From an optimization exercise on the open Yosys and OpenROAD flow, aimed at small area, a short achievable clock period and few clock cycles per item; shortcuts taken in it are not production practice. Only simulation tests tie the RTL to the original design; equivalence was not proved. Power is estimated from default activity; no workload was simulated.

==> design/flow/design.v <==
module gs_addr_calc (
    input  wire        f0,       
    input  wire        f1,       
    input  wire        f2,       
    input  wire        n0,       
    input  wire        n1,       
    input  wire        n2,
    input  wire [14:0] pg,
    input  wire [6:0]  x,
    input  wire [6:0]  y,
    input  wire        c,
    output wire [28:0] addr
);
    wire [28:0] a32 = {3'b000, pg, x[5], y[4], x[4], y[3], x[3], y[2], y[1], x[2], x[1], y[0], x[0]};
    wire [28:0] a8  = {1'b0, pg, x[6], y[5], x[5], y[4], x[4], y[3], y[2], c, x[1], y[0], x[0], x[3], y[1]};
    wire [28:0] a4  = {pg, y[6], x[6], y[5], x[5], y[4], y[3], y[2], c, x[1], y[0], x[0], x[4], x[3], y[1]};
    wire [28:0] s0 = {{15{~n0}}, {14{f0}}};
    wire [28:0] s1 = {{15{~n1}}, {14{f1}}};
    wire [28:0] s2 = {{15{~n2}}, {14{f2}}};
    assign addr = (s0 & a32) | (s1 & a8) | (s2 & a4);
endmodule
module gs_swizzle_agu (
    input  wire        clk,
    input  wire        rst,
    input  wire        cmd_valid,
    output wire        cmd_ready,
    input  wire [1:0]  cmd_fmt,
    input  wire [13:0] cmd_dbp,
    input  wire [5:0]  cmd_dbw,
    input  wire [10:0] cmd_x0,
    input  wire [10:0] cmd_y0,
    input  wire [11:0] cmd_w,
    input  wire [11:0] cmd_h,
    output reg         out_valid,
    input  wire        out_ready,
    output wire [28:0] out_addr,
    output wire        out_last
);
    reg        rdy;         
    reg        setup;       
    reg        f0, f1, f2;  
    reg        n0, n1, n2;  
    reg [5:0]  pw;          
    reg [11:0] w;
    reg [6:0]  x0l;         
    reg [6:0]  xl;          
    reg [6:0]  yl;          
    reg [11:0] cnt;         
    reg        re;          
    reg [11:0] rcnt;        
    reg        lr;          
    reg [14:0] pg;          
    reg [14:0] rb;          
    reg        xc;          
    reg [11:0] bo;          
    reg        sel;
    reg        s0;          
    reg        sl;          
    reg        cx;          
    assign cmd_ready = rdy;
    assign out_last  = re & lr;
    gs_addr_calc u_calc (
        .f0   (f0),
        .f1   (f1),
        .f2   (f2),
        .n0   (n0),
        .n1   (n1),
        .n2   (n2),
        .pg   (pg),
        .x    (xl),
        .y    (yl),
        .c    (cx),
        .addr (out_addr)
    );
    wire accept  = rdy & cmd_valid;
    wire advance = out_valid & out_ready;
    wire row_end = advance & re;
    wire xc_x0  = f0 ? (&x0l[5:0]) : (&x0l);
    wire xc_inc = ~xl[0] & (&xl[5:1]) & (f0 | xl[6]);
    wire yc_cur = (&yl[4:0]) & (f0 | (yl[5] & (f1 | yl[6])));
    wire yc_inc = ~yl[0] & (&yl[4:1]) & (f0 | (yl[5] & (f1 | yl[6])));
    wire [11:0] b      = bo & {12{sel}};
    wire [14:0] ag = rb & {3'd0, b};
    wire [14:0] ap = rb ^ {3'd0, b};
    wire [14:0] g1 = ag | (ap & {ag[13:0], 1'b0});
    wire [14:0] p1 = ap & {ap[13:0], 1'b0};
    wire [14:0] g2 = g1 | (p1 & {g1[12:0], 2'b0});
    wire [14:0] p2 = p1 & {p1[12:0], 2'b0};
    wire [14:0] g3 = g2 | (p2 & {g2[10:0], 4'b0});
    wire [14:0] p3 = p2 & {p2[10:0], 4'b0};
    wire [14:0] g4 = g3 | (p3 & {g3[6:0], 8'b0});
    wire [14:0] rb_sum = ap ^ {g4[13:0], 1'b0};
    wire [5:0] cmd_pw = (cmd_fmt == 2'd0) ? cmd_dbw : {1'b0, cmd_dbw[5:1]};
    wire       ne     = (cmd_w != 12'd0) && (cmd_h != 12'd0);
    wire       sy_nx = (xl[2:0] == 3'd1) ? cnt[0] :
                       (xl[2:0] == 3'd2) ? cnt[1] :
                       (xl[2:0] == 3'd3) ? cnt[2] :
                       (xl[2:0] == 3'd4) ? cnt[3] :
                       (xl[2:0] == 3'd5) ? cnt[4] : cnt[5];
    always @(posedge clk) begin
        if (rst) begin
            rdy       <= 1'b1;
            setup     <= 1'b0;
            out_valid <= 1'b0;
        end else if (accept) begin
            rdy   <= !ne;
            setup <= ne;
        end else if (setup) begin
            if (sl) begin
                setup     <= 1'b0;
                out_valid <= 1'b1;
            end
        end else if (row_end && lr) begin
            out_valid <= 1'b0;
            rdy       <= 1'b1;
        end
    end
    always @(posedge clk) begin
        if (rdy) begin
            f0  <= (cmd_fmt == 2'd0);
            f1  <= (cmd_fmt == 2'd1);
            f2  <= cmd_fmt[1];
            n0  <= (cmd_fmt != 2'd0);
            n1  <= (cmd_fmt != 2'd1);
            n2  <= ~cmd_fmt[1];
            pw  <= cmd_pw;
            w   <= cmd_w;
            x0l <= cmd_x0[6:0];
        end
    end
    wire [6:0] xl_inc = xl + 7'd1;
    wire first = setup & sl;                  
    wire rs    = first | (re & ~setup);       
    always @(posedge clk) begin
        s0 <= rdy;
        sl <= setup & (xl[2:0] == 3'd6);
        if (rdy | setup)
            bo <= rdy ? {7'd0, (cmd_fmt == 2'd0) ? cmd_x0[10:6] : {1'b0, cmd_x0[10:7]}} :
                  (s0 | sl) ? {6'd0, pw} : {bo[10:0], 1'b0};
        if (rdy | setup | row_end)
            sel <= rdy | (setup & ~sl ? sy_nx : setup ? yc_cur : yc_inc);
    end
    always @(posedge clk)
        if (rdy | setup | row_end) rb <= rdy ? {1'b0, cmd_dbp} : rb_sum;
    wire ld = first | (advance & re);         
    wire [14:0] pg_nx = pg + {14'd0, advance & xc};
    always @(posedge clk)
        pg <= ld ? rb_sum : pg_nx;
    wire [6:0] xl_nx = xl + {6'd0, setup | advance};
    always @(posedge clk) begin
        xl <= rdy ? ((cmd_fmt == 2'd0) ? 7'd121 : (cmd_fmt == 2'd1) ? 7'd122 : 7'd123) :
              ld ? x0l : xl_nx;
        if (rdy | setup | advance)
            xc <= rs ? xc_x0 : xc_inc;
    end
    wire [6:0] yl_inc = yl + 7'd1;
    always @(posedge clk)
        yl <= rdy ? cmd_y0[6:0] : yl + {6'd0, advance & re};
    always @(posedge clk)
        if (setup | advance)
            cx <= rs ? (x0l[2] ^ (re & ~setup ? yl_inc[1] ^ yl_inc[2] : yl[1] ^ yl[2]))
                     : (xl_inc[2] ^ yl[1] ^ yl[2]);
    always @(posedge clk) begin
        cnt <= rdy ? {6'd0, cmd_y0[10:5]} : ld ? w : cnt - {11'd0, advance};
        if (rdy | first | advance)
            re <= rs ? (w == 12'd1) : (cnt == 12'd2);
    end
    always @(posedge clk) begin
        rcnt <= rdy ? cmd_h : rcnt - {11'd0, advance & re};
        if (rdy | row_end)
            lr <= rdy ? (cmd_h == 12'd1) : (rcnt == 12'd2);
    end
endmodule
==> design/flow/flow/run.sh <==
#!/bin/bash
export BUFFER_PORTS_ARGS="-buffer_cell sky130_fd_sc_hd__buf_1"
bash standard.sh > standard.log 2>&1
==> design/flow/standard.sh <==
#!/bin/bash
# synth_recipe.tcl (not shown) runs the flow's synth.tcl, then flattens the netlist and writes it again
# the make line also repeats each setting of config.mk as NAME=value (left out here)
make -C /OpenROAD-flow-scripts/flow DESIGN_CONFIG=/design/flow/config.mk WORK_HOME=/design/flow/orfs CLKGATE_MAP_FILE= SYNTH_SCRIPT=/design/flow/synth_recipe.tcl "${@:-finish}"
==> design/flow/config.mk <==
export PLATFORM = sky130hd
export DESIGN_NAME = gs_swizzle_agu
export DESIGN_NICKNAME = gs_swizzle_agu
export VERILOG_FILES = /design/flow/design.v
export SDC_FILE = /design/flow/constraint.sdc
export NUM_CORES = 4
export LEC_CHECK = 0
export CAP_MARGIN = 20
export CORE_MARGIN = 2
export CORE_UTILIZATION = 40
export CTS_BUF_LIST = sky130_fd_sc_hd__clkbuf_4
export CTS_CLUSTER_SIZE = 30
export SETUP_SLACK_MARGIN = 3.2
export SLEW_MARGIN = 20
==> design/flow/constraint.sdc <==
create_clock -name core_clock -period 6.0 [get_ports {clk}]
set_input_delay 1.2000 -clock core_clock [delete_from_list [all_inputs] [get_ports {clk}]]
set_output_delay 1.2000 -clock core_clock [all_outputs]
set_load 0.01 [all_outputs]
==> results of run 1 <==
==> synth_stat cells (3+ instances only) <==
master    number  area, µm²
a222oi_1       6      60.06
or3_1          3      18.77
inv_1         34      127.6
clkbuf_1      25      93.84
xor2_1        16      140.1
a211oi_1       6      45.04
a311oi_1       3      26.28
nor2_1        34      127.6
ha_1          25      312.8
mux2i_1        9      90.09
o22ai_1       14      87.58
o221ai_1       3      26.28
o31ai_1        6      45.04
a21o_1         8      60.06
o21a_1         6      45.04
o21bai_1      10      75.07
a22o_1         6      52.55
edfxtp_1      63       1892
nor2b_1        9      56.30
nand3_1       21      105.1
and2_1        20      125.1
dfxtp_1       58       1161
nand4_1        7      43.79
nand2b_1       9      56.30
and3_1         5      31.28
nor3_1        13      65.06
mux2_2        13      146.4
xnor2_1       38      332.8
nor4_1        13      81.33
o21ai_0       51      255.2
o211ai_1       8      60.06
nand2_1       83      311.6
a21oi_1       32      160.2
buf_4          3      22.52
a31oi_1        3      18.77
==> layer usage <==
metal,global-route usage [%],share of wire [%],vias up
li1,-,-,2691
met1,22.18,42,2609
met2,33.74,52,121
met3,4.883,4.4,27
met4,6.643,1.7,0
met5,0,0,-
==> cell usage in the layout, fill, tap and decap left out, drive strengths merged, types with 16 or more instances in the layout <==
master  instances
clkbuf         22
xor2           16
a21oi          33
nand2          83
ha             25
inv            37
buf           114
nand3          21
o21ai          52
and2           21
edfxtp         63
nor2           34
xnor2          38
dfxtp          58
==> final timing paths <==
| kind | startpoint | endpoint | slack (ns) | cells past startpoint |
|---|---|---|---|---|
| worst min register to register | cnt[6]$_SDFF_PP0_ | cnt[6]$_SDFF_PP0_ | 0.51 | 2 |
| worst max register to register | sel$_DFFE_PP_ | rb[11]$_DFFE_PP_ | 3.41 | 9 |
| worst max-delay path | f1$_DFFE_PP_ | out_addr[7] | 3.06 | 4 |
| worst min-delay path | cnt[6]$_SDFF_PP0_ | cnt[6]$_SDFF_PP0_ | 0.51 | 2 |
==> worst max-delay path: stages (launching register included) <==
cell      delay (ns)
edfxtp_1        0.47
buf_6           0.17
or2_4           0.22
a22o_1          0.18
buf_2           0.14
==> sequential cells by signal, indices dropped and copies added, names as in the netlist, 12 cells and up <==
| signal | flops |
|---|---|
| pg | 15 |
| rb | 15 |
| bo | 12 |
| cnt | 12 |
| rcnt | 12 |
| w | 12 |
==> cell families after synthesis <==
group           Yosys count  synth area share, %
simple gates            225                16.64
compound gates          171                16.71
flops                   121                46.50
buf+inv                  67                4.269
xor+xnor                 54                7.204
fa+ha+maj                26                5.070
mux                      22                3.602
==> power by group through the flow <==
stage               combinational (W)  sequential (W)  clock (W)
floorplan                    0.000318         0.00102          0
global placement             0.000400         0.00105          0
detailed placement           0.000409         0.00106          0
CTS                          0.000431         0.00103   0.000559
global route                 0.000511         0.00104   0.000597
finish                       0.000452         0.00103   0.000541
==> timing repair <==
item                                    in CTS  in global routing
cloned                                       0                  1
endpoints found under the setup margin      27                 49
buffers inserted                             9                  3
pin swaps                                    4                  3
resized for setup                           15                 49
==> cell type report <==
class                           instances  share of cell area (%)
Sequential cell                       121                   39.88
Tap cell                              216                   3.525
Inverter                               35                   1.713
Clock inverter                         15                   1.648
Timing Repair Buffer                  119                   7.784
Multi-Input combinational cell        498                   43.78
Clock buffer                           17                   1.664
==> through the flow <==
stage / setup WS, ns / util [%] / power [W] / hold WS, ns
2_1_floorplan: 3.226 / - / 0.001337 / 0.4698
3_3_place_gp: 2.979 / 44.53 / 0.001454 / 0.4917
3_5_place_dp: 2.895 / 44.53 / 0.001468 / 0.4892
4_1_cts: 3.056 / 46.76 / 0.002022 / 0.5119
5_1_grt: 2.954 / 48.09 / 0.002148 / 0.5502
6_report: 3.059 / 48.09 / 0.002021 / 0.5082
==> flow_metrics.py, run 1 <==
metrics = {
    "run_status": {
        "status": "timing/DRC/antenna clean",
    },
    "sta": {
        "setup_tns_ns": 0,
        "fin_crit_sh_pct": 49.02,
        "maxSlewViolCount": 0,
        "finalHoldViolations": 0,
        "clock-skew-final_ns": 0.01697,
        "timing.slew.headroom_pct": 47.52,
        "rsz0062_at_grt": "true",
        "setup_violations": 0,
        "min_period_ns": 2.941,
        "max_slew.worst_pin.slew_ns": 0.7853,
        "timing.fmax_ghz": 0.3400,
    },
    "clocking": {
        "cts_buffers": 17,
        "clockBufferDepth": 2,
        "clk_pin_slew_ns": 0.12,
        "clk_latency_ns": 0.57,
        "root_buffer": "clkbuf_4",
        "cts_hold_buf": 0,
        "cts_tree": "built",
        "h-tree-depth": 4,
        "cts.sinks": 121,
    },
    "power_and_ir_drop": {
        "internal_power_w": 0.001366,
        "p_seq_share_pct": 50.9,
        "swShare_pct": 32.45,
        "p_leak_nw": 3.023,
        "switchingPower_w": 0.0006559,
        "ir_drop_v": 0.0001412,
        "pwr-share-clk_pct": 26.7,
        "combPwrFrac_pct": 22.4,
        "power.density_nw_per_um2": 263.6,
    },
    "setup_path": {
        "worstPathMaxFanout": 7,
        "crit_path_end_kind": "primary output",
        "worstPathArrival_ns": 1.74,
        "cp.required_ns": 4.80,
        "critPathKind": "register to primary output",
        "startpoint_type": "register",
    },
    "synth": {
        "async_reset_ff_share_pct": 0,
        "synth_edf_count": 63,
        "yosysUniqueCellTypes": 55,
        "ys_warn_count": 1,
        "syn_nets": 784,
        "syn-cell-area_um2": 6565,
        "synth_top_flop_cell": "edfxtp_1",
        "syn_inst": 686,
        "syn_avg_cell_area_um2": 9.570,
        "ys_seq_elements": 121,
        "ys_seq_area_share_pct": 46.50,
    },
    "layout": {
        "num_antenna_cells": 0,
        "fin_cells": 1021,
        "seqCellArea_um2": 3058,
        "nFillCells": 1547,
        "syn_to_final_growth_pct": 16.79,
        "fin_area_um2": 7667,
        "multi_input_comb_area_um2": 3357,
        "nets": 890,
        "drive_above_1_share_pct": 13.17,
    },
    "grt": {
        "grt_pass1_wl_um": 26540,
        "grt_use_total_pct": 19.00,
        "grt_pass1_vias": 5463,
        "grt-ovfl-total": 0,
        "grt_max_degree": 70,
        "antenna_found_initial": 0,
    },
    "floorplanning": {
        "pin_count": 104,
        "initial_utilization_pct": 41.18,
        "core_area_um2": 15940,
        "dieArea_um2": 17450,
        "fp.dieH_um": 132.1,
        "die_w_um": 132.1,
        "rows": 46,
    },
    "routing": {
        "drc": 0,
        "dr.pass1.iters": 6,
        "viasPerCell": 5.336,
        "wl_per_cell_um": 15.87,
        "ant_nets": 0,
        "wirelength_um": 16200,
        "vias": 5448,
        "drt-initial-drc-count": 319,
    },
    "min_path": {
        "hold_path_class": "register to register",
    },
    "placement": {
        "dp_cells": 976,
        "gp_congestion": 0.8440,
        "portBuffers": 103,
        "dpl-instance-area_um2": 7099,
        "dp_hpwl_um": 11800,
    },
    "run": {
        "max_cap_violations": 0,
    },
}
Testbench counts, summed over its fixed seeds: cycles 223,093, items 220,800.
==> run 2: changes to the inputs <==
--- a/design/flow/config.mk
+++ b/design/flow/config.mk
@@ -8,7 +8,7 @@
 export CAP_MARGIN = 20
 export CORE_MARGIN = 2
 export CORE_UTILIZATION = 40
-export CTS_BUF_LIST = sky130_fd_sc_hd__clkbuf_4
+export CTS_BUF_LIST = sky130_fd_sc_hd__clkbuf_4 sky130_fd_sc_hd__clkbuf_8
 export CTS_CLUSTER_SIZE = 30
-export SETUP_SLACK_MARGIN = 3.2
+export SETUP_SLACK_MARGIN = 3.3
 export SLEW_MARGIN = 20
==> flow_metrics.py, run 2 <==
metrics = {
    "setup_path": {
        "critPathMostFrequentCell": "buf_6",
        "cp.required_ns": 4.80,
        "critPathKind": "register to primary output",
        "worstPathArrival_ns": 1.60,
        "crit_chain": "buf_6, buf_6, a222oi_1, inv_1, clkbuf_2",
        "worstPathMaxFanout": 5,
        "crit_path_end_kind": "primary output",
        "startpoint_type": "register",
        "path_buf_inv": 4,
        "slowest_delay_ns": 0.42,
        "path_delay_family": "buffers and inverters",
        "slowest_stage": "edfxtp_1",
    },
    "power_and_ir_drop": {
        "ir_drop_v": 0.0001806,
        "pwr-share-clk_pct": 31.9,
        "p_seq_share_pct": 46.9,
        "internal_power_w": 0.001509,
        "switchingPower_w": 0.0006897,
        "power.density_nw_per_um2": 284.5,
        "swShare_pct": 31.37,
        "p_leak_nw": 3.027,
        "combPwrFrac_pct": 21.2,
    },
    "routing": {
        "viasPerCell": 5.391,
        "ant_nets": 0,
        "wirelength_um": 16570,
        "drt-initial-drc-count": 383,
        "wl_per_cell_um": 16.20,
        "dr.pass1.iters": 8,
        "drc": 0,
        "vias": 5515,
    },
    "sta": {
        "rsz0062_at_grt": "true",
        "setup_violations": 0,
        "setup_tns_ns": 0,
        "max_slew.worst_pin.slew_ns": 0.8163,
        "timing.slew.headroom_pct": 45.45,
        "fin_crit_sh_pct": 46.65,
        "finalHoldViolations": 0,
        "timing.fmax_ghz": 0.3573,
        "min_period_ns": 2.799,
        "clock-skew-final_ns": 0.01359,
        "maxSlewViolCount": 0,
    },
    "grt": {
        "grt_max_degree": 93,
        "grt-ovfl-total": 0,
        "grt_use_total_pct": 19.28,
        "antenna_found_initial": 0,
        "grt_pass1_wl_um": 27170,
        "grt_pass1_vias": 5541,
    },
    "synth": {
        "synth_common_cells": "83 x nand2_1, 63 x edfxtp_1, 58 x dfxtp_1",
        "syn_nets": 784,
        "synth_edf_count": 63,
        "synth_top_area_cell": "edfxtp_1",
        "yosysMostFrequentCell": "nand2_1",
        "ys_warn_count": 1,
        "netlist.area_leader.share_pct": 28.82,
        "syn_inst": 686,
        "syn-cell-area_um2": 6565,
        "yosysUniqueCellTypes": 55,
        "synth_top_flop_cell": "edfxtp_1",
        "synthTopCellsByArea": "edfxtp_1 29%, dfxtp_1 18%, xnor2_1 5.1%",
        "async_reset_ff_share_pct": 0,
        "ys_seq_area_share_pct": 46.50,
        "ys_seq_elements": 121,
        "syn_avg_cell_area_um2": 9.570,
    },
    "layout": {
        "num_antenna_cells": 0,
        "fin_area_um2": 7729,
        "layout_common_cells": "83 x nand2_1, 83 x buf_1, 63 x edfxtp_1",
        "nets": 892,
        "drive_above_1_share_pct": 13.14,
        "top_regs": "pg: 15 flops, rb: 15 flops",
        "fin_cells": 1023,
        "syn_to_final_growth_pct": 17.72,
    },
    "clocking": {
        "cts_hold_buf": 0,
        "h-tree-depth": 4,
        "cts_buffers": 17,
        "root_buffer": "clkbuf_8",
        "clk_latency_ns": 0.44,
        "cts_tree": "built",
        "cts.sinks": 121,
        "clk_pin_slew_ns": 0.08,
        "clockBufferDepth": 2,
    },
    "placement": {
        "dpl-instance-area_um2": 7099,
        "dp_cells": 976,
        "portBuffers": 103,
        "gp_congestion": 0.8427,
        "dp_hpwl_um": 11870,
    },
    "floorplanning": {
        "initial_utilization_pct": 41.18,
        "pin_count": 104,
        "rows": 46,
        "fp.dieH_um": 132.1,
        "core_area_um2": 15940,
        "die_w_um": 132.1,
        "dieArea_um2": 17450,
    },
    "run_status": {
        "status": "timing/DRC/antenna clean",
    },
    "run": {
        "max_cap_violations": 0,
    },
    "min_path": {
        "hold_path_class": "register to register",
    },
}
run 2: changes by cell type in the layout (fill, tap and decap cells not counted), moves of 5 or more:
cell,previous run,this run
clkbuf_8,0,18
clkbuf_4,17,1
o22ai_1,5,11
buf_2,15,10
clkbuf_2,5,10
o22ai_2,8,3
run 2: final timing paths:
check | from | end | slack, ns | depth (start not counted)
setup / recovery | f1$_DFFE_PP_ | out_addr[6] | 3.20 | 5
hold / removal | cnt[6]$_SDFF_PP0_ | cnt[6]$_SDFF_PP0_ | 0.51 | 2
setup reg to reg | sel$_DFFE_PP_ | rb[13]$_DFFE_PP_ | 3.35 | 9
hold reg to reg | cnt[6]$_SDFF_PP0_ | cnt[6]$_SDFF_PP0_ | 0.51 | 2
run 2: metrics by stage:
stage | power, W | utilization [%] | setup slack, ns | hold WS, ns
final | 0.002199 | 48.48 | 3.201 | 0.5149
after global routing | 0.002317 | 48.48 | 3.118 | 0.5367
after CTS | 0.002191 | 47.70 | 3.202 | 0.5133
after detailed placement | 0.001476 | 44.53 | 2.823 | 0.4983
after global placement | 0.001465 | 44.53 | 2.854 | 0.4900
after floorplan | 0.001336 | - | 3.306 | 0.4698
run 2: area by class of cell:
| class | instances | area, µm² |
|---|---|---|
| Fill cell | 1546 | 8214 |
| Multi-Input combinational cell | 498 | 3313 |
| Timing Repair Buffer | 121 | 576.8 |
| Clock inverter | 13 | 122.6 |
| Sequential cell | 121 | 3059 |
| Tap cell | 216 | 270.3 |
| Inverter | 35 | 131.4 |
| Clock buffer | 19 | 255.2 |
run 2: per-layer routing:
| metal | GRT usage, % | share of wire, % | up-vias |
|---|---|---|---|
| li1 | - | - | 2697 |
| met1 | 23.19 | 42 | 2642 |
| met2 | 34.38 | 51 | 159 |
| met3 | 4.575 | 5.5 | 17 |
| met4 | 5.374 | 1.3 | 0 |
| met5 | 0 | 0 | - |
run 2: timing repair:
item                       4_1_cts  5_1_grt
setup endpoints to repair       29       53
pin swaps                        5        4
resized for setup               12       47
gates cloned                     0        1
setup buffers                   13        1
run 2: tightest hold or removal path, stage by stage (launching register included):
cell,delay (ns)
dfxtp_1,0.32
o31ai_1,0.07
a311oi_1,0.09
run 2: power groups by stage:
stage	Combinational [W]	Sequential, W	Clock [W]
2_1_floorplan	0.000318	0.00102	0
3_3_place_gp	0.000410	0.00105	0
3_5_place_dp	0.000420	0.00106	0
4_1_cts	0.000447	0.00103	0.000714
5_1_grt	0.000516	0.00104	0.000758
6_report	0.000466	0.00103	0.000701
run 2: kinds of logic (layout without fill, tap and decap cells):
| group | after synthesis | count (layout) | share of synthesized area [%] |
|---|---|---|---|
| flip-flops | 121 | 121 | 46.50 |
| multiplexers | 22 | 22 | 3.602 |
| XOR/XNOR | 54 | 54 | 7.204 |
| AND/OR/NAND/NOR | 225 | 225 | 16.64 |
| buffers and inverters | 67 | 188 | 4.269 |
| adder cells (fa/ha/maj) | 26 | 26 | 5.070 |
| AO/OA/AOI/OAI | 171 | 171 | 16.71 |
==> run 3: changes to the inputs <==
--- a/design/flow/config.mk
+++ b/design/flow/config.mk
@@ -10,5 +10,6 @@
 export CORE_UTILIZATION = 40
 export CTS_BUF_LIST = sky130_fd_sc_hd__clkbuf_4 sky130_fd_sc_hd__clkbuf_8
 export CTS_CLUSTER_SIZE = 30
-export SETUP_SLACK_MARGIN = 3.3
+export PLACE_DENSITY = 0.75
+export SETUP_SLACK_MARGIN = 3.2
 export SLEW_MARGIN = 20
==> flow_metrics.py, run 3 <==
metrics = {
    "setup_path": {
        "worstPathArrival_ns": 1.59,
        "r2r_start": "sel$_DFFE_PP_",
        "crit_path_end_kind": "primary output",
        "path_buf_inv": 3,
        "crit_chain": "buf_4, a222oi_1, inv_1, buf_1",
        "cp.required_ns": 4.80,
        "slowest_stage": "edfxtp_1",
        "slowest_delay_ns": 0.40,
        "startpoint_type": "register",
        "path_delay_family": "flip-flops",
        "regToRegSetupSlack_ns": 3.41,
        "r2r_end": "rb[11]$_DFFE_PP_",
        "critPathKind": "register to primary output",
        "r2r_cells": 9,
        "worstPathMaxFanout": 5,
    },
    "synth": {
        "syn_nets": 784,
        "yosysMostFrequentCell": "nand2_1",
        "synth_edf_count": 63,
        "ys_warn_count": 1,
        "syn-cell-area_um2": 6565,
        "netlist.area_leader.share_pct": 28.82,
        "yosysUniqueCellTypes": 55,
        "synth_top_flop_cell": "edfxtp_1",
        "ys_seq_elements": 121,
        "syn_avg_cell_area_um2": 9.570,
        "async_reset_ff_share_pct": 0,
        "ys_seq_area_share_pct": 46.50,
        "synth_common_cells": "83 x nand2_1, 63 x edfxtp_1, 58 x dfxtp_1",
        "syn_inst": 686,
        "synth_top_area_cell": "edfxtp_1",
        "synthTopCellsByArea": "edfxtp_1 29%, dfxtp_1 18%, xnor2_1 5.1%",
    },
    "routing": {
        "drc": 0,
        "wirelength_um": 15950,
        "vias": 5454,
        "dr.pass1.iters": 6,
        "drt-initial-drc-count": 494,
        "wl_per_cell_um": 15.59,
        "ant_nets": 0,
        "viasPerCell": 5.331,
    },
    "min_path": {
        "hold_path_class": "register to register",
        "holdCritStartpoint": "x0l[5]$_DFFE_PP_",
        "min_path_cells": 2,
        "whs_endpoint": "xl[5]$_SDFF_PP1_",
    },
    "grt": {
        "grt_pass1_wl_um": 24960,
        "grt-ovfl-total": 0,
        "grt_pass1_vias": 5117,
        "grt_use_total_pct": 17.96,
        "antenna_found_initial": 0,
        "grt_max_degree": 75,
    },
    "floorplanning": {
        "pin_count": 104,
        "rows": 46,
        "initial_utilization_pct": 41.18,
        "dieArea_um2": 17450,
        "core_area_um2": 15940,
        "die_w_um": 132.1,
        "fp.dieH_um": 132.1,
    },
    "layout": {
        "syn_to_final_growth_pct": 16.31,
        "top_regs": "pg: 15 flops, rb: 15 flops",
        "mostFrequentLayoutCell": "buf_1",
        "num_antenna_cells": 0,
        "layout_common_cells": "99 x buf_1, 83 x nand2_1, 63 x edfxtp_1",
        "fin_area_um2": 7636,
        "nFillCells": 1526,
        "final_util_pct": 47.90,
        "nets": 892,
        "drive_above_1_share_pct": 9.789,
    },
    "clocking": {
        "cts.sinks": 121,
        "h-tree-depth": 4,
        "clk_pin_slew_ns": 0.08,
        "clk_latency_ns": 0.45,
        "clockBufferDepth": 2,
        "root_buffer": "clkbuf_8",
        "cts_buffers": 17,
        "cts_tree": "built",
    },
    "run_status": {
        "status": "timing/DRC/antenna clean",
    },
    "sta": {
        "setup_tns_ns": 0,
        "setup_violations": 0,
        "finalHoldViolations": 0,
        "min_period_ns": 2.792,
        "maxSlewViolCount": 0,
        "timing.slew.headroom_pct": 48.91,
        "rsz0062_at_grt": "true",
        "timing.fmax_ghz": 0.3582,
        "clock-skew-final_ns": 0.01144,
        "max_slew.worst_pin.slew_ns": 0.7645,
        "fin_crit_sh_pct": 46.53,
    },
    "placement": {
        "gp_congestion": 0.8604,
        "dpl-instance-area_um2": 7099,
        "portBuffers": 103,
        "dp_hpwl_um": 11480,
    },
    "power_and_ir_drop": {
        "p_leak_nw": 2.993,
        "ir_drop_v": 0.0002141,
        "finalPower_w": 0.002171,
        "power.density_nw_per_um2": 284.3,
    },
    "run": {
        "max_cap_violations": 0,
    },
}
run 3: changes by cell type in the layout (fill, tap and decap cells not counted), moves of 3 or more:
cell,before,now
inv_4,0,3
clkinvlp_4,4,1
ha_1,22,25
buf_4,10,14
ha_2,3,0
o22ai_1,11,14
o22ai_2,3,0
buf_6,8,2
buf_2,10,2
clkbuf_2,10,3
buf_1,83,99
run 3: cells by family after synthesis:
logic type / synth area share (%)
flip-flops: 46.50
buffers and inverters: 4.269
adder cells (fa/ha/maj): 5.070
AO/OA/AOI/OAI: 16.71
AND/OR/NAND/NOR: 16.64
XOR/XNOR: 7.204
multiplexers: 3.602
run 3: cell type report:
cell class | count | area [µm²] | area share [%]
well taps | 216 | 270.3 | 3.539
flip-flops and latches | 121 | 3057 | 40.03
clock buffers | 22 | 290.3 | 3.801
inverters | 35 | 131.4 | 1.720
multi-input cells | 498 | 3251 | 42.57
repair buffers | 121 | 544.3 | 7.128
clock inverters | 10 | 92.59 | 1.213
run 3: where the power goes:
part	leakage (nW)	switching, W	total (W)	internal [W]
sequential	1.13	0.0000689	0.00103	0.000961
combinational	1.66	0.000245	0.000434	0.000189
clock	0.201	0.000337	0.000707	0.000370
run 3: per-layer routing:
metal	share of wire [%]	wire length [µm]	GRT usage (%)
met4	1.7	265	6.824
met5	0	0	0
met2	49	7862	31.19
met3	6.1	966	4.344
met1	43	6857	21.49
run 3: per-stage QoR:
step,setup slack (ns),std cells,hold WS [ns]
floorplan,3.226,686,0.4698
global placement,2.939,976,0.4954
detailed placement,2.807,976,0.4906
CTS,3.196,1013,0.4984
global route,3.099,1023,0.5372
finish,3.208,1023,0.4935
run 3: worst min-delay path, stage by stage (launching register included):
cell,delay (ns)
edfxtp_1,0.34
nand2_1,0.05
o211ai_1,0.08
run 3: worst max path at each step:
stage	depth (start not counted)	from	endpoint	slack (ns)
finish	4	f2$_DFFE_PP_	out_addr[6]	3.21
global route	4	f1$_DFFE_PP_	out_addr[4]	3.10
CTS	3	f1$_DFFE_PP_	out_addr[12]	3.20
detailed placement	11	out_ready	rcnt[10]$_DFF_P_	2.81
global placement	11	out_ready	rcnt[10]$_DFF_P_	2.94
floorplan	5	rdy$_SDFFE_PP1P_	rb[0]$_DFFE_PP_	3.23
run 3: what timing repair did:
| action | in CTS | in global routing |
|---|---|---|
| buffers inserted | 5 | 10 |
| hold buffers | 0 | 0 |
| endpoints found under the setup margin | 14 | 32 |
| resized for setup | 3 | 9 |
| endpoints found under the hold margin | 0 | 0 |
| pin swaps | 2 | 3 |
==> run 4: changes to the inputs <==
--- a/design/flow/config.mk
+++ b/design/flow/config.mk
@@ -10,6 +10,5 @@
 export CORE_UTILIZATION = 40
 export CTS_BUF_LIST = sky130_fd_sc_hd__clkbuf_4 sky130_fd_sc_hd__clkbuf_8
 export CTS_CLUSTER_SIZE = 30
-export PLACE_DENSITY = 0.75
-export SETUP_SLACK_MARGIN = 3.2
+export SETUP_SLACK_MARGIN = 3.1
 export SLEW_MARGIN = 20
==> flow_metrics.py, run 4 <==
metrics = {
    "run_status": {
        "status": "timing/DRC/antenna clean",
    },
    "sta": {
        "clock-skew-final_ns": 0.009139,
        "maxSlewViolCount": 0,
        "min_period_ns": 2.824,
        "setup_violations": 0,
        "setup_tns_ns": 0,
        "rsz0062_at_grt": "false",
        "fin_crit_sh_pct": 47.06,
        "max_slew.worst_pin.slew_ns": 0.7940,
        "finalHoldViolations": 0,
        "timing.fmax_ghz": 0.3541,
        "timing.slew.headroom_pct": 46.94,
    },
    "setup_path": {
        "worstPathMaxFanout": 7,
        "worstPathArrival_ns": 1.62,
        "critPathKind": "register to primary output",
        "cp.required_ns": 4.80,
        "crit_path_end_kind": "primary output",
        "startpoint_type": "register",
    },
    "grt": {
        "top_usage_layer": "met2",
        "grt_max_degree": 70,
        "grt_use_total_pct": 18.80,
        "antenna_found_initial": 0,
        "grt_use_met1_pct": 22.08,
        "grt_pass1_vias": 5433,
        "gr-usage-met2_pct": 33.94,
        "grt_pass1_wl_um": 26540,
        "grt-ovfl-total": 0,
        "grtUsageMet3_pct": 4.767,
    },
    "layout": {
        "drive_above_1_share_pct": 7.885,
        "nets": 884,
        "multi_input_comb_area_um2": 3234,
        "mostFrequentLayoutCell": "buf_1",
        "layout_common_cells": "103 x buf_1, 83 x nand2_1, 63 x edfxtp_1",
        "nFillCells": 1556,
        "top_regs": "pg: 15 flops, rb: 15 flops",
        "syn_to_final_growth_pct": 14.68,
        "num_antenna_cells": 0,
        "seqCellArea_um2": 3057,
    },
    "synth": {
        "synth_top_flop_cell": "edfxtp_1",
        "yosysMostFrequentCell": "nand2_1",
        "synth_common_cells": "83 x nand2_1, 63 x edfxtp_1, 58 x dfxtp_1",
        "syn-cell-area_um2": 6565,
        "netlist.area_leader.share_pct": 28.82,
        "syn_avg_cell_area_um2": 9.570,
        "async_reset_ff_share_pct": 0,
        "syn_inst": 686,
        "ys_seq_elements": 121,
        "synthTopCellsByArea": "edfxtp_1 29%, dfxtp_1 18%, xnor2_1 5.1%",
        "ys_seq_area_share_pct": 46.50,
        "synth_edf_count": 63,
        "yosysUniqueCellTypes": 55,
        "syn_nets": 784,
        "ys_warn_count": 1,
        "synth_top_area_cell": "edfxtp_1",
    },
    "routing": {
        "wl_per_cell_um": 15.54,
        "vias": 5382,
        "ant_nets": 0,
        "viasPerCell": 5.302,
        "dr.pass1.iters": 7,
        "wirelength_um": 15780,
        "drt-initial-drc-count": 360,
        "drc": 0,
    },
    "clocking": {
        "cts_hold_buf": 0,
        "clockBufferDepth": 2,
        "cts_tree": "built",
        "clk_latency_ns": 0.44,
        "cts_buffers": 17,
        "h-tree-depth": 4,
        "root_buffer": "clkbuf_8",
        "cts.sinks": 121,
        "clk_pin_slew_ns": 0.08,
    },
    "floorplanning": {
        "dieArea_um2": 17450,
        "pin_count": 104,
        "core_area_um2": 15940,
        "fp.dieH_um": 132.1,
        "initial_utilization_pct": 41.18,
        "die_w_um": 132.1,
        "rows": 46,
    },
    "placement": {
        "portBuffers": 103,
        "gp_congestion": 0.8440,
        "dp_hpwl_um": 11800,
    },
    "power_and_ir_drop": {
        "p_seq_share_pct": 48.3,
        "ir_drop_v": 0.0001610,
        "swShare_pct": 30.84,
        "p_leak_nw": 2.918,
        "combPwrFrac_pct": 19.5,
        "finalPower_w": 0.002142,
        "power.density_nw_per_um2": 284.5,
        "pwr-share-clk_pct": 32.2,
        "switchingPower_w": 0.0006606,
        "internal_power_w": 0.001482,
    },
    "min_path": {
        "hold_path_class": "register to register",
    },
    "run": {
        "max_cap_violations": 0,
    },
}
-- run 4: timing repair --
| item | in CTS | in global routing |
|---|---|---|
| resized for setup | 0 | 2 |
| endpoints found under the setup margin | 6 | 5 |
| setup buffers | 5 | 2 |
-- run 4: stage by stage --
step / instance area, µm² / instances / util, % / hold WS [ns] / worst slack [ns]
floorplan: 6565 / 686 / - / 0.4698 / 3.226
global placement: 7099 / 976 / 44.53 / 0.4917 / 2.979
detailed placement: 7099 / 976 / 44.53 / 0.4892 / 2.895
CTS: 7507 / 1013 / 47.09 / 0.5058 / 3.156
global route: 7528 / 1015 / 47.22 / 0.5440 / 3.102
finish: 7528 / 1015 / 47.22 / 0.5035 / 3.176
-- run 4: path summary, 6_finish.rpt --
path         slack, ns               from  cells after the start                 to
min               0.50  cnt[6]$_SDFF_PP0_                      2  cnt[6]$_SDFF_PP0_
max               3.18       f1$_DFFE_PP_                      4        out_addr[7]
min reg2reg       0.50  cnt[6]$_SDFF_PP0_                      2  cnt[6]$_SDFF_PP0_
max reg2reg       3.38   rdy$_SDFFE_PP1P_                      3    rb[4]$_DFFE_PP_
-- run 4: critical path, cell delays in order (launching register included) --
cell	delay [ns]
edfxtp_1	0.43
buf_6	0.16
or2_2	0.28
a22o_1	0.18
buf_1	0.13
-- run 4: cells by family (layout without fill, tap and decap cells) --
logic type      after synthesis  in the layout  share of synthesized area [%]
mux                          22             22                          3.602
compound gates              171            171                          16.71
fa+ha+maj                    26             26                          5.070
xor+xnor                     54             54                          7.204
buf+inv                      67            180                          4.269
simple gates                225            225                          16.64
flops                       121            121                          46.50
-- run 4: final cells by class --
type                            count  share of cell area (%)
Sequential cell                   121                   40.60
Clock inverter                     14                   1.629
Inverter                           35                   1.745
Tap cell                          216                   3.590
Clock buffer                       18                   3.291
Multi-Input combinational cell    498                   42.96
Timing Repair Buffer              113                   6.182
-- run 4: power groups by stage --
stage | sequential, W | clock [W] | combinational, W
5_1_grt | 0.00105 | 0.000742 | 0.000476
4_1_cts | 0.00104 | 0.000709 | 0.000420
3_3_place_gp | 0.00105 | 0 | 0.000400
6_report | 0.00103 | 0.000689 | 0.000418
3_5_place_dp | 0.00106 | 0 | 0.000409
2_1_floorplan | 0.00102 | 0 | 0.000318
-- run 4: layer usage --
layer,wire (µm),share of wire (%),vias up
li1,-,-,2677
met2,8104,51,119
met4,233,1.5,0
met1,6756,43,2564
met3,681,4.3,22
met5,0,0,-
==> run 5: changes to the inputs <==
--- a/design/flow/config.mk
+++ b/design/flow/config.mk
@@ -10,5 +10,5 @@
 export CORE_UTILIZATION = 40
 export CTS_BUF_LIST = sky130_fd_sc_hd__clkbuf_4 sky130_fd_sc_hd__clkbuf_8
 export CTS_CLUSTER_SIZE = 30
-export SETUP_SLACK_MARGIN = 3.1
+export SETUP_SLACK_MARGIN = 3.2
 export SLEW_MARGIN = 20
==> flow_metrics.py, run 5 <==
metrics = {
    "run_status": {
        "status": "timing/DRC/antenna clean",
    },
    "grt": {
        "grt-ovfl-total": 0,
        "antenna_found_initial": 0,
        "grt_max_degree": 70,
        "grt_pass1_wl_um": 26490,
        "grt_pass1_vias": 5428,
        "grt_use_total_pct": 18.76,
    },
    "layout": {
        "layout_common_cells": "97 x buf_1, 83 x nand2_1, 63 x edfxtp_1",
        "multi_input_comb_area_um2": 3246,
        "drive_above_1_share_pct": 9.215,
        "seqCellArea_um2": 3057,
        "syn_to_final_growth_pct": 15.55,
        "nFillCells": 1554,
        "mostFrequentLayoutCell": "buf_1",
        "nets": 888,
        "top_regs": "pg: 15 flops, rb: 15 flops",
        "num_antenna_cells": 0,
    },
    "sta": {
        "timing.slew.headroom_pct": 47.68,
        "hold_ws_ns": 0.5034,
        "timing.fmax_ghz": 0.3592,
        "max_slew.worst_pin.slew_ns": 0.7830,
        "finalHoldViolations": 0,
        "fin_crit_sh_pct": 46.40,
        "clock-skew-final_ns": 0.008458,
        "min_period_ns": 2.784,
        "maxSlewViolCount": 0,
        "rsz0062_at_grt": "true",
        "setup_tns_ns": 0,
        "setup_violations": 0,
    },
    "routing": {
        "wl_per_cell_um": 15.56,
        "viasPerCell": 5.301,
        "drc": 0,
        "wirelength_um": 15850,
        "ant_nets": 0,
        "drt-initial-drc-count": 334,
        "vias": 5402,
        "dr.pass1.iters": 5,
    },
    "floorplanning": {
        "dieArea_um2": 17450,
        "fp.dieH_um": 132.1,
        "core_area_um2": 15940,
        "die_w_um": 132.1,
        "pin_count": 104,
        "rows": 46,
        "initial_utilization_pct": 41.18,
    },
    "placement": {
        "gp_congestion": 0.8440,
        "portBuffers": 103,
        "dp_hpwl_um": 11800,
    },
    "synth": {
        "synth_top_area_cell": "edfxtp_1",
        "ys_warn_count": 1,
        "yosysUniqueCellTypes": 55,
        "syn-cell-area_um2": 6565,
        "synth_common_cells": "83 x nand2_1, 63 x edfxtp_1, 58 x dfxtp_1",
        "netlist.area_leader.share_pct": 28.82,
        "async_reset_ff_share_pct": 0,
        "syn_inst": 686,
        "synthTopCellsByArea": "edfxtp_1 29%, dfxtp_1 18%, xnor2_1 5.1%",
        "yosysMostFrequentCell": "nand2_1",
        "ys_seq_elements": 121,
        "synth_top_flop_cell": "edfxtp_1",
        "syn_nets": 784,
        "ys_seq_area_share_pct": 46.50,
        "synth_edf_count": 63,
        "syn_avg_cell_area_um2": 9.570,
    },
    "power_and_ir_drop": {
        "power.density_nw_per_um2": 283.0,
        "ir_drop_v": 0.0001619,
        "p_leak_nw": 2.958,
    },
    "clocking": {
        "cts_buffers": 17,
        "cts_tree": "built",
        "cts_hold_buf": 0,
        "clockBufferDepth": 2,
        "h-tree-depth": 4,
        "root_buffer": "clkbuf_8",
        "clk_latency_ns": 0.44,
        "cts.sinks": 121,
        "clk_pin_slew_ns": 0.07,
    },
    "setup_path": {
        "worstPathMaxFanout": 7,
        "worstPathArrival_ns": 1.58,
        "crit_chain": "buf_6, or2_4, a22o_1, buf_2",
        "critPathKind": "register to primary output",
        "startpoint_type": "register",
        "crit_path_end_kind": "primary output",
        "slowest_stage": "edfxtp_1",
        "slowest_delay_ns": 0.44,
        "cp.required_ns": 4.80,
    },
    "min_path": {
        "hold_path_class": "register to register",
    },
    "run": {
        "max_cap_violations": 0,
    },
}
-- run 5: cell counts after synthesis --
No cell type changed its count.
-- run 5: critical path, delay by kind of cell, from the launching register on --
family | cells | cell delay (ns)
buf+inv | 2 | 0.30
compound gates | 1 | 0.18
flops | 1 | 0.44
simple gates | 1 | 0.22
-- run 5: layer usage --
metal	track usage (%)	up-vias	wire length, µm
met5	0	-	0
met4	5.193	0	203
met3	4.960	20	715
met2	33.74	126	8208
met1	22.01	2573	6725
li1	-	2683	-
-- run 5: final cells by class --
class / instances / area share [%]
timing repair buffer: 117 / 6.746
clock inverter: 14 / 1.616
multi-input combinational: 498 / 42.78
clock buffer: 18 / 3.266
sequential: 121 / 40.29
tap: 216 / 3.563
inverter: 35 / 1.732
-- run 5: cell families (layout without fill, tap and decap cells) --
| logic type | count (synthesis) | in the layout | share of synthesized area (%) |
|---|---|---|---|
| AND/OR/NAND/NOR | 225 | 225 | 16.64 |
| XOR/XNOR | 54 | 54 | 7.204 |
| flip-flops | 121 | 121 | 46.50 |
| adder cells (fa/ha/maj) | 26 | 26 | 5.070 |
| multiplexers | 22 | 22 | 3.602 |
| buffers and inverters | 67 | 184 | 4.269 |
| AO/OA/AOI/OAI | 171 | 171 | 16.71 |
-- run 5: per-stage QoR --
stage	power (W)	instances	cell area, µm²	worst slack [ns]	util, %
after detailed placement	0.001468	976	7099	2.895	44.53
after CTS	0.002167	1013	7520	3.209	47.17
after floorplan	0.001337	686	6565	3.226	-
after global placement	0.001454	976	7099	2.979	44.53
final	0.002147	1019	7586	3.216	47.58
after global routing	0.002272	1019	7586	3.124	47.58
-- run 5: what timing repair did --
item | 4_1_cts | 5_1_grt
buffers inserted | 5 | 6
resized for setup | 5 | 9
hold endpoints to repair | 0 | 0
pin swaps | 0 | 6
setup endpoints to repair | 13 | 39
-- run 5: path summary, 6_finish.rpt --
| check | start | end | slack (ns) | cells after the start |
|---|---|---|---|---|
| max | f1$_DFFE_PP_ | out_addr[7] | 3.22 | 4 |
| min reg2reg | cnt[6]$_SDFF_PP0_ | cnt[6]$_SDFF_PP0_ | 0.50 | 2 |
| max reg2reg | sel$_DFFE_PP_ | rb[11]$_DFFE_PP_ | 3.42 | 9 |
| min | cnt[6]$_SDFF_PP0_ | cnt[6]$_SDFF_PP0_ | 0.50 | 2 |
-- run 5: report_power, final --
part | leakage [nW] | switching (W) | internal, W
clock | 0.179 | 0.000349 | 0.000338
combinational | 1.65 | 0.000242 | 0.000187
sequential | 1.13 | 0.0000698 | 0.000961
==> run 6: changes to the inputs <==
--- a/design/flow/config.mk
+++ b/design/flow/config.mk
@@ -7,7 +7,7 @@
 export LEC_CHECK = 0
 export CAP_MARGIN = 20
 export CORE_MARGIN = 2
-export CORE_UTILIZATION = 40
+export CORE_UTILIZATION = 30
 export CTS_BUF_LIST = sky130_fd_sc_hd__clkbuf_4 sky130_fd_sc_hd__clkbuf_8
 export CTS_CLUSTER_SIZE = 30
 export SETUP_SLACK_MARGIN = 3.2
==> flow_metrics.py, run 6 <==
metrics = {
    "routing": {
        "wl_per_cell_um": 15.43,
        "drt-met1-wl_um": 7486,
        "ant_nets": 0,
        "viasPerCell": 4.918,
        "dr.pass1.iters": 6,
        "routed.top_layer": "met4",
        "wirelength_um": 16820,
        "drt-initial-drc-count": 384,
        "vias": 5361,
        "drc": 0,
        "wl_met3_um": 1049,
        "wl_met2_um": 8117,
    },
    "sta": {
        "min_period_ns": 2.831,
        "maxSlewViolCount": 0,
        "setup_violations": 0,
        "max_slew.worst_pin.slew_ns": 0.7623,
        "timing.slew.headroom_pct": 49.06,
        "clock-skew-final_ns": 0.01595,
        "rsz0062_at_grt": "true",
        "timing.fmax_ghz": 0.3532,
        "fin_crit_sh_pct": 47.19,
        "setup_tns_ns": 0,
        "finalHoldViolations": 0,
    },
    "synth": {
        "synth_top_flop_cell": "edfxtp_1",
        "async_reset_ff_share_pct": 0,
        "syn_inst": 686,
        "syn_avg_cell_area_um2": 9.570,
        "yosysMostFrequentCell": "nand2_1",
        "yosysUniqueCellTypes": 55,
        "synth_top_area_cell": "edfxtp_1",
        "synth_edf_count": 63,
        "synthTopCellsByArea": "edfxtp_1 29%, dfxtp_1 18%, xnor2_1 5.1%",
        "netlist.area_leader.share_pct": 28.82,
        "ys_warn_count": 1,
        "syn_nets": 784,
        "syn-cell-area_um2": 6565,
        "synth_common_cells": "83 x nand2_1, 63 x edfxtp_1, 58 x dfxtp_1",
        "ys_seq_elements": 121,
        "ys_seq_area_share_pct": 46.50,
    },
    "setup_path": {
        "worstPathMaxFanout": 5,
        "worstPathArrival_ns": 1.63,
        "path_delay_family": "flip-flops",
        "slowest_stage": "edfxtp_1",
        "crit_chain": "buf_6, a222oi_1, inv_1, clkbuf_2",
        "startpoint_type": "register",
        "critPathKind": "register to primary output",
        "cp.required_ns": 4.80,
        "slowest_delay_ns": 0.46,
        "crit_path_end_kind": "primary output",
        "path_buf_inv": 3,
    },
    "layout": {
        "top_regs": "pg: 15 flops, rb: 15 flops",
        "nFillCells": 2314,
        "layout_common_cells": "95 x buf_1, 83 x nand2_1, 63 x edfxtp_1",
        "drive_above_1_share_pct": 10.49,
        "syn_to_final_growth_pct": 17.97,
        "final_util_pct": 35.82,
        "num_antenna_cells": 0,
        "nets": 895,
        "mostFrequentLayoutCell": "buf_1",
    },
    "placement": {
        "dp_hpwl_um": 12240,
        "gp_congestion": 0.8242,
        "portBuffers": 103,
    },
    "floorplanning": {
        "rows": 54,
        "die_w_um": 151.9,
        "pin_count": 104,
        "initial_utilization_pct": 30.36,
        "core_area_um2": 21620,
        "dieArea_um2": 23080,
        "fp.dieH_um": 151.9,
    },
    "clocking": {
        "cts_hold_buf": 0,
        "cts_buffers": 17,
        "root_buffer": "clkbuf_8",
        "cts.sinks": 121,
        "cts_tree": "built",
        "clk_latency_ns": 0.46,
        "h-tree-depth": 4,
        "clockBufferDepth": 2,
        "clk_pin_slew_ns": 0.08,
    },
    "min_path": {
        "hold_path_class": "register to register",
    },
    "grt": {
        "grt_max_degree": 63,
        "grt_use_total_pct": 14.64,
        "grt_pass1_wl_um": 26970,
        "antenna_found_initial": 1,
        "grt-ovfl-total": 0,
        "grt_pass1_vias": 5280,
    },
    "run_status": {
        "status": "timing/DRC/antenna clean",
    },
    "power_and_ir_drop": {
        "power.density_nw_per_um2": 281.3,
        "finalPower_w": 0.002179,
        "p_leak_nw": 3.014,
        "ir_drop_v": 0.0001494,
    },
    "run": {
        "max_cap_violations": 0,
    },
}
[run 6: cells by family after synthesis]
logic type	synth area share (%)
AND/OR/NAND/NOR	16.64
AO/OA/AOI/OAI	16.71
buffers and inverters	4.269
flip-flops	46.50
XOR/XNOR	7.204
multiplexers	3.602
adder cells (fa/ha/maj)	5.070
[run 6: tightest hold or removal path, delay by kind of cell, from the launching register on]
kind / cells / cell delay, ns
compound gates: 1 / 0.08
flops: 1 / 0.34
simple gates: 1 / 0.05
[run 6: worst paths after layout]
check                     end  cells after the start  slack, ns              from
max               out_addr[5]                      4       3.17      f1$_DFFE_PP_
max reg2reg  rb[13]$_DFFE_PP_                      9       3.42     sel$_DFFE_PP_
min reg2reg  xl[4]$_SDFF_PP1_                      2       0.51  x0l[4]$_DFFE_PP_
min          xl[4]$_SDFF_PP1_                      2       0.51  x0l[4]$_DFFE_PP_
[run 6: power breakdown]
group	switching, W	internal [W]
clock network	0.000343	0.000363
logic	0.000249	0.000192
registers	0.0000692	0.000961
total	0.000662	0.00152
[run 6: per-stage QoR]
stage          hold slack [ns]  setup WS (ns)  area [µm²]  instances
2_1_floorplan           0.4698          3.226        6565        686
3_3_place_gp            0.4946          3.019        7179       1040
3_5_place_dp            0.4934          2.874        7179       1040
4_1_cts                 0.5100          3.147        7634       1079
5_1_grt                 0.5276          3.063        7745       1090
6_report                0.5071          3.169        7745       1090
[run 6: metal layers]
metal  GRT usage (%)  vias up
li1                -     2703
met1           18.08     2516
met2           24.80      125
met3           4.849       17
met4           3.471        0
met5               0        -
[run 6: timing repair]
| action | in CTS | in global routing |
|---|---|---|
| buffers inserted | 7 | 11 |
| pin swaps | 5 | 5 |
| gates resized for setup | 11 | 10 |
| setup endpoints to repair | 15 | 32 |
[run 6: final cells by class]
cell class	count	area, µm²	area share, %
timing repair buffer	124	580.6	7.496
inverter	35	131.4	1.696
multi-input combinational	498	3248	41.94
clock buffer	21	282.8	3.651
clock inverter	11	95.09	1.228
sequential	121	3057	39.47
tap	280	350.3	4.523
==> run 7: changes to the inputs <==
--- a/design/flow/config.mk
+++ b/design/flow/config.mk
@@ -7,7 +7,7 @@
 export LEC_CHECK = 0
 export CAP_MARGIN = 20
 export CORE_MARGIN = 2
-export CORE_UTILIZATION = 30
+export CORE_UTILIZATION = 50
 export CTS_BUF_LIST = sky130_fd_sc_hd__clkbuf_4 sky130_fd_sc_hd__clkbuf_8
 export CTS_CLUSTER_SIZE = 30
 export SETUP_SLACK_MARGIN = 3.2
==> flow_metrics.py, run 7 <==
metrics = {
    "run_status": {
        "status": "timing/DRC/antenna clean",
    },
    "clocking": {
        "cts_buffers": 17,
        "cts_tree": "built",
        "clk_pin_slew_ns": 0.07,
        "root_buffer": "clkbuf_8",
        "clk_latency_ns": 0.45,
        "clockBufferDepth": 2,
        "cts.sinks": 121,
        "h-tree-depth": 4,
        "cts_hold_buf": 0,
    },
    "grt": {
        "antenna_found_initial": 0,
        "grt_pass1_vias": 5276,
        "grt-ovfl-total": 0,
        "grt_use_total_pct": 23.23,
        "grt_pass1_wl_um": 25730,
        "grt_max_degree": 44,
    },
    "layout": {
        "drive_above_1_share_pct": 9.418,
        "nets": 892,
        "top_regs": "pg: 15 flops, rb: 15 flops",
        "final_util_pct": 59.53,
        "layout_common_cells": "98 x buf_1, 83 x nand2_1, 63 x edfxtp_1",
        "mostFrequentLayoutCell": "buf_1",
        "syn_to_final_growth_pct": 15.36,
        "num_antenna_cells": 0,
    },
    "synth": {
        "yosysMostFrequentCell": "nand2_1",
        "synth_edf_count": 63,
        "netlist.area_leader.share_pct": 28.82,
        "synth_top_flop_cell": "edfxtp_1",
        "ys_warn_count": 1,
        "syn_avg_cell_area_um2": 9.570,
        "ys_seq_elements": 121,
        "synth_common_cells": "83 x nand2_1, 63 x edfxtp_1, 58 x dfxtp_1",
        "ys_seq_area_share_pct": 46.50,
        "syn_inst": 686,
        "yosysUniqueCellTypes": 55,
        "async_reset_ff_share_pct": 0,
        "synth_top_area_cell": "edfxtp_1",
        "syn_nets": 784,
        "synthTopCellsByArea": "edfxtp_1 29%, dfxtp_1 18%, xnor2_1 5.1%",
        "syn-cell-area_um2": 6565,
    },
    "floorplanning": {
        "fp.dieH_um": 118.6,
        "dieArea_um2": 14060,
        "core_area_um2": 12720,
        "initial_utilization_pct": 51.60,
        "pin_count": 104,
        "die_w_um": 118.6,
        "rows": 41,
    },
    "setup_path": {
        "cp.required_ns": 4.80,
        "startpoint_type": "register",
        "worstPathArrival_ns": 1.65,
        "critPathKind": "register to primary output",
        "worstPathMaxFanout": 7,
        "crit_path_end_kind": "primary output",
    },
    "placement": {
        "gp_congestion": 0.8583,
        "portBuffers": 103,
        "dp_hpwl_um": 11350,
    },
    "sta": {
        "rsz0062_at_grt": "true",
        "finalHoldViolations": 0,
        "max_slew.worst_pin.slew_ns": 0.7963,
        "maxSlewViolCount": 0,
        "setup_tns_ns": 0,
        "timing.fmax_ghz": 0.3504,
        "setup_violations": 0,
        "fin_crit_sh_pct": 47.56,
        "min_period_ns": 2.854,
        "clock-skew-final_ns": 0.01003,
        "timing.slew.headroom_pct": 46.78,
    },
    "power_and_ir_drop": {
        "internal_power_w": 0.001523,
        "ir_drop_v": 0.0002071,
        "pwr-share-clk_pct": 32.7,
        "p_seq_share_pct": 47.5,
        "finalPower_w": 0.002179,
        "p_leak_nw": 2.978,
        "power.density_nw_per_um2": 287.8,
        "switchingPower_w": 0.0006568,
        "swShare_pct": 30.14,
        "combPwrFrac_pct": 19.9,
    },
    "routing": {
        "dr.pass1.iters": 7,
        "viasPerCell": 5.552,
        "vias": 5435,
        "drt-initial-drc-count": 368,
        "wl_per_cell_um": 16.20,
        "ant_nets": 0,
        "wirelength_um": 15860,
        "drc": 0,
    },
    "run": {
        "max_cap_violations": 0,
    },
    "min_path": {
        "hold_path_class": "register to register",
    },
}
-- run 7: cell counts after synthesis --
Identical to the previous run, type by type.
-- run 7: stage by stage --
| step | cell area (µm²) | worst slack, ns | instances | hold WS [ns] |
|---|---|---|---|---|
| after global routing | 7574 | 3.100 | 979 | 0.5410 |
| after floorplan | 6565 | 3.226 | 686 | 0.4698 |
| final | 7574 | 3.146 | 979 | 0.5063 |
| after CTS | 7495 | 3.149 | 970 | 0.5047 |
| after global placement | 7044 | 2.772 | 932 | 0.4880 |
| after detailed placement | 7044 | 2.685 | 932 | 0.4913 |
-- run 7: layout make-up --
type | instances | area [µm²]
Inverter | 35 | 131.4
Clock inverter | 13 | 130.1
Tap cell | 172 | 215.2
Sequential cell | 121 | 3057
Clock buffer | 19 | 249.0
Timing Repair Buffer | 121 | 541.8
Fill cell | 1205 | 5149
Multi-Input combinational cell | 498 | 3249
-- run 7: power by group through the flow --
stage,logic [W],clock network (W),registers [W]
finish,0.000433,0.000712,0.00103
global route,0.000486,0.000755,0.00104
CTS,0.000424,0.000723,0.00104
detailed placement,0.000403,0,0.00106
global placement,0.000396,0,0.00106
floorplan,0.000318,0,0.00102
-- run 7: worst max-delay path, stage by stage (launching register included) --
cell and delay (ns):
edfxtp_1 0.51, buf_6 0.18, a222oi_1 0.31, inv_1 0.08, buf_1 0.14
-- run 7: routing by layer --
| layer | track usage (%) | vias to the layer above | part of all wire (%) |
|---|---|---|---|
| li1 | - | 2692 | - |
| met1 | 27.83 | 2576 | 42 |
| met2 | 41.02 | 141 | 51 |
| met3 | 5.019 | 26 | 4.9 |
| met4 | 8.110 | 0 | 1.7 |
| met5 | 0 | - | 0 |
-- run 7: final timing paths --
check / startpoint / to / slack [ns] / cells past startpoint
hold reg to reg: cnt[6]$_SDFF_PP0_ / cnt[6]$_SDFF_PP0_ / 0.51 / 2
setup / recovery: f1$_DFFE_PP_ / out_addr[5] / 3.15 / 4
hold / removal: cnt[6]$_SDFF_PP0_ / cnt[6]$_SDFF_PP0_ / 0.51 / 2
setup reg to reg: sel$_DFFE_PP_ / rb[7]$_DFFE_PP_ / 3.45 / 9
-- run 7: repair_timing --
item	CTS	global route
buffers inserted	6	9
setup endpoints to repair	17	29
gates resized for setup	3	10
cloned	0	0
pin swaps	2	6
-- run 7: logic make-up (layout without fill, tap and decap cells) --
kind of cell | after synthesis | count (layout) | synth area share (%)
DFF | 121 | 121 | 46.50
AOI/OAI and AO/OA | 171 | 171 | 16.71
and+or+nand+nor | 225 | 225 | 16.64
muxes | 22 | 22 | 3.602
adders and majority gates | 26 | 26 | 5.070
xor gates and xnor gates | 54 | 54 | 7.204
buffers and inverters | 67 | 188 | 4.269
==> run 8: changes to the inputs <==
--- a/design/flow/config.mk
+++ b/design/flow/config.mk
@@ -7,8 +7,8 @@
 export LEC_CHECK = 0
 export CAP_MARGIN = 20
 export CORE_MARGIN = 2
-export CORE_UTILIZATION = 50
-export CTS_BUF_LIST = sky130_fd_sc_hd__clkbuf_4 sky130_fd_sc_hd__clkbuf_8
+export CORE_UTILIZATION = 40
+export CTS_BUF_LIST = sky130_fd_sc_hd__clkbuf_8 sky130_fd_sc_hd__clkbuf_16
 export CTS_CLUSTER_SIZE = 30
 export SETUP_SLACK_MARGIN = 3.2
 export SLEW_MARGIN = 20
==> flow_metrics.py, run 8 <==
metrics = {
    "placement": {
        "post-place-ws_ns": 2.895,
        "dpl-instance-area_um2": 7099,
        "portBuffers": 103,
        "dp_hpwl_um": 11800,
        "gp_congestion": 0.8440,
    },
    "layout": {
        "drive_above_1_share_pct": 8.375,
        "nets": 885,
        "fin_area_um2": 7744,
        "multi_input_comb_area_um2": 3246,
        "nFillCells": 1523,
        "top_regs": "pg: 15 flops, rb: 15 flops",
        "num_antenna_cells": 0,
        "mostFrequentLayoutCell": "buf_1",
        "syn_to_final_growth_pct": 17.95,
        "seqCellArea_um2": 3057,
        "layout_common_cells": "102 x buf_1, 83 x nand2_1, 63 x edfxtp_1",
    },
    "setup_path": {
        "worstPathArrival_ns": 1.60,
        "startpoint_type": "register",
        "crit_path_end_kind": "primary output",
        "cp.required_ns": 4.80,
        "critPathKind": "register to primary output",
        "worstPathMaxFanout": 7,
    },
    "power_and_ir_drop": {
        "finalPower_w": 0.002422,
        "power.density_nw_per_um2": 312.8,
        "p_leak_nw": 3.013,
        "ir_drop_v": 0.0002010,
    },
    "clocking": {
        "clk_latency_ns": 0.42,
        "cts_hold_buf": 0,
        "root_buffer": "clkbuf_16",
        "cts.sinks": 121,
        "clockBufferDepth": 2,
        "clk_pin_slew_ns": 0.06,
        "cts_tree": "built",
        "h-tree-depth": 4,
        "cts_buffers": 17,
    },
    "routing": {
        "drt-initial-drc-count": 310,
        "dr.pass1.iters": 6,
        "drc": 0,
        "wirelength_um": 15890,
        "wl_per_cell_um": 15.64,
        "vias": 5373,
        "ant_nets": 0,
        "viasPerCell": 5.288,
    },
    "synth": {
        "ys_seq_area_share_pct": 46.50,
        "synth_top_flop_cell": "edfxtp_1",
        "netlist.area_leader.share_pct": 28.82,
        "syn_inst": 686,
        "async_reset_ff_share_pct": 0,
        "synthTopCellsByArea": "edfxtp_1 29%, dfxtp_1 18%, xnor2_1 5.1%",
        "yosys.area_share.adder_pct": 5.070,
        "yosysUniqueCellTypes": 55,
        "synth_common_cells": "83 x nand2_1, 63 x edfxtp_1, 58 x dfxtp_1",
        "synth_edf_count": 63,
        "synth_mux_area_share_pct": 3.602,
        "ys_seq_elements": 121,
        "ys_warn_count": 1,
        "synth-xor-area-share_pct": 7.204,
        "yosysMostFrequentCell": "nand2_1",
        "synth_top_family_by_area": "compound AO/OA/AOI/OAI gates",
        "syn_nets": 784,
        "synth_top_area_cell": "edfxtp_1",
        "syn-cell-area_um2": 6565,
        "syn_avg_cell_area_um2": 9.570,
        "synth-compound-area-share_pct": 16.71,
        "synth_simple_gate_area_share_pct": 16.64,
    },
    "sta": {
        "finalHoldViolations": 0,
        "hold_ws_ns": 0.5008,
        "min_period_ns": 2.798,
        "rsz0062_at_grt": "true",
        "finalWorstSetupSlack_ns": 3.202,
        "max_slew.worst_pin.slew_ns": 0.7873,
        "setup_violations": 0,
        "maxSlewViolCount": 0,
        "fin_crit_sh_pct": 46.64,
        "setup_tns_ns": 0,
        "timing.slew.headroom_pct": 47.38,
        "clock-skew-final_ns": 0.005688,
        "timing.fmax_ghz": 0.3573,
    },
    "floorplanning": {
        "pin_count": 104,
        "dieArea_um2": 17450,
        "core_area_um2": 15940,
        "die_w_um": 132.1,
        "rows": 46,
        "initial_utilization_pct": 41.18,
        "fp.dieH_um": 132.1,
    },
    "grt": {
        "grt_use_total_pct": 19.03,
        "grt_pass1_wl_um": 26720,
        "grt-ovfl-total": 0,
        "grt_pass1_vias": 5480,
        "grt_max_degree": 70,
        "antenna_found_initial": 0,
    },
    "min_path": {
        "hold_path_class": "register to register",
    },
    "run_status": {
        "status": "timing/DRC/antenna clean",
    },
    "run": {
        "max_cap_violations": 0,
    },
}
-- run 8: kinds of logic after synthesis --
| family | Yosys count |
|---|---|
| simple gates | 225 |
| xor+xnor | 54 |
| compound gates | 171 |
| buf+inv | 67 |
| flops | 121 |
| fa+ha+maj | 26 |
| mux | 22 |
-- run 8: through the flow --
| step | cells | util (%) |
|---|---|---|
| detailed placement | 976 | 44.53 |
| global placement | 976 | 44.53 |
| floorplan | 686 | - |
| global route | 1016 | 48.57 |
| finish | 1016 | 48.57 |
| CTS | 1013 | 48.29 |
-- run 8: layer usage --
metal / global-route usage [%] / vias to the layer above / share of wire (%)
li1: - / 2690 / -
met1: 22.01 / 2538 / 42
met2: 34.23 / 125 / 52
met3: 4.960 / 20 / 4.3
met4: 6.159 / 0 / 1.5
met5: 0 / - / 0
-- run 8: report_power, final --
group | leakage (nW) | total [W] | switching (W) | internal, W
combinational | 1.61 | 0.000422 | 0.000240 | 0.000183
sequential | 1.13 | 0.00104 | 0.0000723 | 0.000963
clock | 0.267 | 0.000964 | 0.000384 | 0.000580
total | 3.01 | 0.00242 | 0.000696 | 0.00173
-- run 8: layout make-up --
cell class                      instances  share of cell area [%]
Clock inverter                         14                   1.583
Clock buffer                           18                   5.671
Timing Repair Buffer                  114                   6.172
Multi-Input combinational cell        498                   41.91
Inverter                               35                   1.697
Tap cell                              216                   3.490
Sequential cell                       121                   39.47
-- run 8: what timing repair did --
action / 4_1_cts / 5_1_grt
gates resized for setup: 0 / 7
buffers inserted: 5 / 3
pin swaps: 0 / 3
endpoints found under the setup margin: 13 / 35
-- run 8: worst max-delay path, cell delays in order, from the launching register on --
cell and delay (ns):
edfxtp_1 0.43, buf_6 0.16, or2_2 0.28, a22o_1 0.18, buf_1 0.13
-- run 8: final timing paths --
check	startpoint	to	slack [ns]	depth (start not counted)
worst max-delay path	f1$_DFFE_PP_	out_addr[7]	3.20	4
worst min-delay path	cnt[6]$_SDFF_PP0_	cnt[6]$_SDFF_PP0_	0.50	2
worst max register to register	sel$_DFFE_PP_	rb[11]$_DFFE_PP_	3.40	9
worst min register to register	cnt[6]$_SDFF_PP0_	cnt[6]$_SDFF_PP0_	0.50	2

==> afterwards: timing with drivers on the ports <==
The results above use ideal ports. As a check the final layouts listed here were re-extracted and re-timed, cells and wires unchanged. Step 1 assumes that a clkbuf_16 drives the clock port and a buf_2 every other input. Step 2 moves the port delays by t, midway between the first and last clock arrival at a register: inputs arrive t later, outputs are due t later. That takes back most of the time a late clock gives input paths. Three values: no drivers, after step 1, after step 2; two values: the first two.
run | t (ns) | slack for setup (ns) | worst setup path at the end | cell pins on the clock port's net
run 1 | 0.593 | 3.059 / 3.023 / 2.856 | input to register | 1
run 2 | 0.472 | 3.201 / 3.163 / 2.947 | input to register | 1
run 3 | 0.485 | 3.208 / 3.171 / 2.884 | input to register | 1
run 4 | 0.469 | 3.176 / 3.139 / 2.850 | input to register | 1
run 5 | 0.470 | 3.216 / 3.179 / 2.868 | input to register | 1
run 6 | 0.486 | 3.169 / 3.130 / 2.968 | input to register | 1
run 7 | 0.485 | 3.146 / 3.107 / 2.820 | input to register | 1
run 8 | 0.456 | 3.202 / 3.161 / 2.919 | input to register | 1
After both steps every run listed still meets setup and hold. For run 5, which loses most, drivers alone change the setup slack by -0.037 ns; drivers and shift together by -0.348 ns.
